What follows belongs to an exercise in optimizing a design on an open flow for small area; a production flow would make more cautious choices. In this exercise RTL edits were held to simulation tests only and were not proved equivalent to the original.

==> module triple_tx, before the edit <==
module triple_tx #(
    parameter CHANNEL_COUNT = 112
) (
    input  wire         clk,
    input  wire         rst,
    input  wire         tx_valid,
    output wire         tx_ready,
    input  wire         tx_fd,
    input  wire [7:0]   tx_channel,
    input  wire [31:0]  tx_id,
    input  wire         tx_ext,
    input  wire         tx_rtr,
    input  wire         tx_brs,
    input  wire         tx_esi,
    input  wire [7:0]   tx_len,
    input  wire [511:0] tx_data,
    output wire         txo_valid,
    input  wire         txo_ready,
    output reg  [7:0]   txo_byte,
    output wire         txo_last,
    output reg          tx_err_valid,
    output reg  [1:0]   tx_err_code
);
    localparam [7:0] START  = 8'h0F;
    localparam [7:0] END    = 8'hEF;
    localparam [7:0] ESCAPE = 8'h1F;
    localparam [7:0] TX_CAN = 8'h81;
    localparam [2:0] S_IDLE  = 3'd0;
    localparam [2:0] S_SCAN  = 3'd1;
    localparam [2:0] S_START = 3'd2;
    localparam [2:0] S_LEN   = 3'd3;
    localparam [2:0] S_CMD   = 3'd4;
    localparam [2:0] S_BODY  = 3'd5;
    localparam [2:0] S_END   = 3'd6;
    localparam [1:0] ERR_INVALID_LENGTH = 2'd1;
    localparam [1:0] ERR_CHANNEL_RANGE  = 2'd2;
    function is_special;
        input [7:0] b;
        begin
            is_special = (b == START) || (b == END) || (b == ESCAPE);
        end
    endfunction
    reg  [2:0]   state;
    wire         idle = (state == S_IDLE);
    reg          len_ok;
    reg  [3:0]   code;
    always @* begin
        len_ok = 1'b0;
        code   = 4'd0;
        if (tx_len <= 8'd8) begin
            len_ok = 1'b1;
            code   = tx_len[3:0];
        end else if (tx_fd) begin
            case (tx_len)
                8'd12: begin len_ok = 1'b1; code = 4'h9; end
                8'd16: begin len_ok = 1'b1; code = 4'hA; end
                8'd20: begin len_ok = 1'b1; code = 4'hB; end
                8'd24: begin len_ok = 1'b1; code = 4'hC; end
                8'd32: begin len_ok = 1'b1; code = 4'hD; end
                8'd48: begin len_ok = 1'b1; code = 4'hE; end
                8'd64: begin len_ok = 1'b1; code = 4'hF; end
                default: begin len_ok = 1'b0; code = 4'h0; end
            endcase
        end
    end
    wire chan_ok = (tx_channel < CHANNEL_COUNT);
    reg  [8*70-1:0] bb;
    reg  [7:0]      L_q;      
    reg  [6:0]      k;        
    reg             esc_sent;
    always @(posedge clk) begin
        if (idle) begin
            bb[8*0 +: 8]  <= tx_id[31:24];
            bb[8*1 +: 8]  <= tx_id[23:16];
            bb[8*2 +: 8]  <= tx_id[15:8];
            bb[8*3 +: 8]  <= tx_id[7:0];
            bb[8*4 +: 8]  <= {tx_ext, tx_rtr, tx_fd, tx_fd & tx_brs, code};
            bb[8*5 +: 8]  <= {tx_fd & tx_esi, tx_channel[6:0]};
            bb[8*70-1:48] <= tx_data;
        end
    end
    wire [7:0] cur_b   = bb[8*k +: 8];
    wire [3:0] cap_code = bb[8*4 +: 4];
    wire       cap_fd   = bb[8*4 + 5];
    reg  [6:0] last_k;
    always @* begin
        last_k = 7'd5 + {3'd0, cap_code};
        if (cap_fd)
            case (cap_code)
                4'h9: last_k = 7'd5 + 7'd12;
                4'hA: last_k = 7'd5 + 7'd16;
                4'hB: last_k = 7'd5 + 7'd20;
                4'hC: last_k = 7'd5 + 7'd24;
                4'hD: last_k = 7'd5 + 7'd32;
                4'hE: last_k = 7'd5 + 7'd48;
                4'hF: last_k = 7'd5 + 7'd64;
                default: ;
            endcase
    end
    wire       k_last  = (k == last_k);
    reg  [7:0] cur;
    always @* begin
        case (state)
            S_START: cur = START;
            S_LEN:   cur = L_q;
            S_CMD:   cur = TX_CAN;
            S_END:   cur = END;
            default: cur = cur_b;
        endcase
    end
    wire cur_special = is_special(cur);
    wire stuffable   = (state == S_LEN) || (state == S_BODY);
    wire need_esc    = stuffable && cur_special && !esc_sent;
    assign tx_ready  = idle;
    assign txo_valid = (state != S_IDLE) && (state != S_SCAN);
    assign txo_last  = (state == S_END);
    always @* txo_byte = need_esc ? ESCAPE : cur;
    always @(posedge clk) begin
        if (rst) begin
            state        <= S_IDLE;
            tx_err_valid <= 1'b0;
        end else begin
            tx_err_valid <= 1'b0;
            case (state)
                S_IDLE: begin
                    k        <= 7'd0;
                    esc_sent <= 1'b0;
                    L_q      <= 8'd4;
                    if (tx_valid) begin
                        if (!len_ok) begin
                            tx_err_valid <= 1'b1;
                            tx_err_code  <= ERR_INVALID_LENGTH;
                        end else if (!chan_ok) begin
                            tx_err_valid <= 1'b1;
                            tx_err_code  <= ERR_CHANNEL_RANGE;
                        end else begin
                            state <= S_SCAN;
                        end
                    end
                end
                S_SCAN: begin
                    L_q <= L_q + {6'd0, cur_special, !cur_special};
                    if (k_last) begin
                        k     <= 7'd0;
                        state <= S_START;
                    end else begin
                        k <= k + 7'd1;
                    end
                end
                default: begin
                    if (txo_ready) begin
                        if (need_esc) begin
                            esc_sent <= 1'b1;
                        end else begin
                            esc_sent <= 1'b0;
                            case (state)
                                S_START: state <= S_LEN;
                                S_LEN:   state <= S_CMD;
                                S_CMD:   state <= S_BODY;
                                S_BODY: begin
                                    if (k_last) state <= S_END;
                                    k <= k + 7'd1;
                                end
                                default: state <= S_IDLE;
                            endcase
                        end
                    end
                end
            endcase
        end
    end
endmodule
==> flow/config.mk <==
export PLATFORM = sky130hd
export DESIGN_NAME = triple_codec
export DESIGN_NICKNAME = triple_codec
export VERILOG_FILES = /design/flow/design.v
export SDC_FILE = /design/flow/constraint.sdc
export NUM_CORES = 4
export LEC_CHECK = 0
export CAP_MARGIN = 20
export CORE_MARGIN = 2
export CORE_UTILIZATION = 40
export CTS_BUF_LIST = sky130_fd_sc_hd__clkbuf_16
export CTS_CLUSTER_DIAMETER = 80
export CTS_CLUSTER_SIZE = 30
export SLEW_MARGIN = 20
==> flow/constraint.sdc <==
create_clock -name core_clock -period 10.0 [get_ports {clk}]
set_input_delay 2.0000 -clock core_clock [delete_from_list [all_inputs] [get_ports {clk}]]
set_output_delay 2.0000 -clock core_clock [all_outputs]
set_load 0.01 [all_outputs]
standard.sh (not shown) runs the stock make flow with config.mk's settings and CLKGATE_MAP_FILE= SYNTH_SCRIPT=/design/flow/synth_recipe.tcl, a recipe that flattens the netlist after the stock synthesis.
==> flow/flow/run.sh <==
#!/bin/bash
# Standard ORFS layout, with the port buffers made of the smallest buffer
# cell (sky130_fd_sc_hd__buf_1) instead of the cell buffer_ports picks
# by default. Everything else is the standard flow's own flow (standard.sh).
set -euo pipefail
export BUFFER_PORTS_ARGS="-buffer_cell sky130_fd_sc_hd__buf_1"
bash standard.sh > standard.log 2>&1
Then changed:
--- a/flow/design.v
+++ b/flow/design.v
@@ -18,9 +18,9 @@
     input  wire         txo_ready,
     output reg  [7:0]   txo_byte,
     output wire         txo_last,
     output reg          tx_err_valid,
-    output reg  [1:0]   tx_err_code
+    output wire [1:0]   tx_err_code
 );
     localparam [7:0] START  = 8'h0F;
     localparam [7:0] END    = 8'hEF;
     localparam [7:0] ESCAPE = 8'h1F;
@@ -40,8 +40,9 @@
             is_special = (b == START) || (b == END) || (b == ESCAPE);
         end
     endfunction
     reg  [2:0]   state;
+    reg          err_chan;   
     wire         idle = (state == S_IDLE);
     reg          len_ok;
     reg  [3:0]   code;
     always @* begin
@@ -65,9 +66,10 @@
     end
     wire chan_ok = (tx_channel < CHANNEL_COUNT);
     reg  [8*70-1:0] bb;
     reg  [7:0]      L_q;      
-    reg  [6:0]      k;        
+    reg  [7:0]      k_lo;     
+    reg  [3:0]      k_hi;     
     reg             esc_sent;
     always @(posedge clk) begin
         if (idle) begin
             bb[8*0 +: 8]  <= tx_id[31:24];
@@ -78,9 +80,20 @@
             bb[8*5 +: 8]  <= {tx_fd & tx_esi, tx_channel[6:0]};
             bb[8*70-1:48] <= tx_data;
         end
     end
-    wire [7:0] cur_b   = bb[8*k +: 8];
+    reg  [8*9-1:0] grp;
+    integer gi, bi;
+    always @* begin
+        grp = {8*9{1'b0}};
+        for (gi = 0; gi < 9; gi = gi + 1)
+            for (bi = 0; bi < 8; bi = bi + 1)
+                if (8*gi + bi < 70)
+                    grp[8*gi +: 8] = grp[8*gi +: 8]
+                                   | ({8{k_lo[bi]}} & bb[8*(8*gi + bi) +: 8]);
+    end
+    wire [8*16-1:0] grp_x = {{8*7{1'b0}}, grp};
+    wire [7:0]      cur_b = grp_x[8*k_hi +: 8];
     wire [3:0] cap_code = bb[8*4 +: 4];
     wire       cap_fd   = bb[8*4 + 5];
     reg  [6:0] last_k;
     always @* begin
@@ -96,9 +109,9 @@
                 4'hF: last_k = 7'd5 + 7'd64;
                 default: ;
             endcase
     end
-    wire       k_last  = (k == last_k);
+    wire       k_last  = (k_hi == last_k[6:3]) && k_lo[last_k[2:0]];
     reg  [7:0] cur;
     always @* begin
         case (state)
             S_START: cur = START;
@@ -110,8 +123,9 @@
     end
     wire cur_special = is_special(cur);
     wire stuffable   = (state == S_LEN) || (state == S_BODY);
     wire need_esc    = stuffable && cur_special && !esc_sent;
+    assign tx_err_code = err_chan ? ERR_CHANNEL_RANGE : ERR_INVALID_LENGTH;
     assign tx_ready  = idle;
     assign txo_valid = (state != S_IDLE) && (state != S_SCAN);
     assign txo_last  = (state == S_END);
     always @* txo_byte = need_esc ? ESCAPE : cur;
@@ -122,30 +136,33 @@
         end else begin
             tx_err_valid <= 1'b0;
             case (state)
                 S_IDLE: begin
-                    k        <= 7'd0;
+                    k_lo     <= 8'd1;
+                    k_hi     <= 4'd0;
                     esc_sent <= 1'b0;
                     L_q      <= 8'd4;
                     if (tx_valid) begin
                         if (!len_ok) begin
                             tx_err_valid <= 1'b1;
-                            tx_err_code  <= ERR_INVALID_LENGTH;
+                            err_chan     <= 1'b0;
                         end else if (!chan_ok) begin
                             tx_err_valid <= 1'b1;
-                            tx_err_code  <= ERR_CHANNEL_RANGE;
+                            err_chan     <= 1'b1;
                         end else begin
                             state <= S_SCAN;
                         end
                     end
                 end
                 S_SCAN: begin
                     L_q <= L_q + {6'd0, cur_special, !cur_special};
                     if (k_last) begin
-                        k     <= 7'd0;
+                        k_lo  <= 8'd1;
+                        k_hi  <= 4'd0;
                         state <= S_START;
                     end else begin
-                        k <= k + 7'd1;
+                        k_lo <= {k_lo[6:0], k_lo[7]};
+                        k_hi <= k_hi + {3'd0, k_lo[7]};
                     end
                 end
                 default: begin
                     if (txo_ready) begin
@@ -158,9 +175,10 @@
                                 S_LEN:   state <= S_CMD;
                                 S_CMD:   state <= S_BODY;
                                 S_BODY: begin
                                     if (k_last) state <= S_END;
-                                    k <= k + 7'd1;
+                                    k_lo <= {k_lo[6:0], k_lo[7]};
+                                    k_hi <= k_hi + {3'd0, k_lo[7]};
                                 end
                                 default: state <= S_IDLE;
                             endcase
                         end
After rerunning:
- With this change the flow died in I/O pin placement (3_2_place_iop)
- synthesized cell count increases by 2.0%
- synthesized area goes down by 3.2%

## what the ideal ports hide
How much do the figures lean on ideal ports? The routed layout below was timed once more, with nothing changed but the port constraints. Step 1 assumes that a clkbuf_16 drives the clock port and a buf_2 every other input. Step 2 moves the port delays by t, midway between the first and last clock arrival at a register: inputs arrive t later, outputs are due t later. That takes back most of the time a late clock gives input paths. a / b / c = no drivers / after step 1 / after step 2; a / b = the first two.
run: the first run
shift t [ns]: 0.741
setup slack, ns: 3.036 / 2.967 / 3.708
worst hold slack (ns): 0.544 / 0.544 / 0.544
latest minus earliest clock arrival (ns): 0.068 / 0.068
After both steps setup and hold are still met in the first run. The setup slack of the first run moves by -0.069 ns with the drivers and by +0.672 ns with both steps.
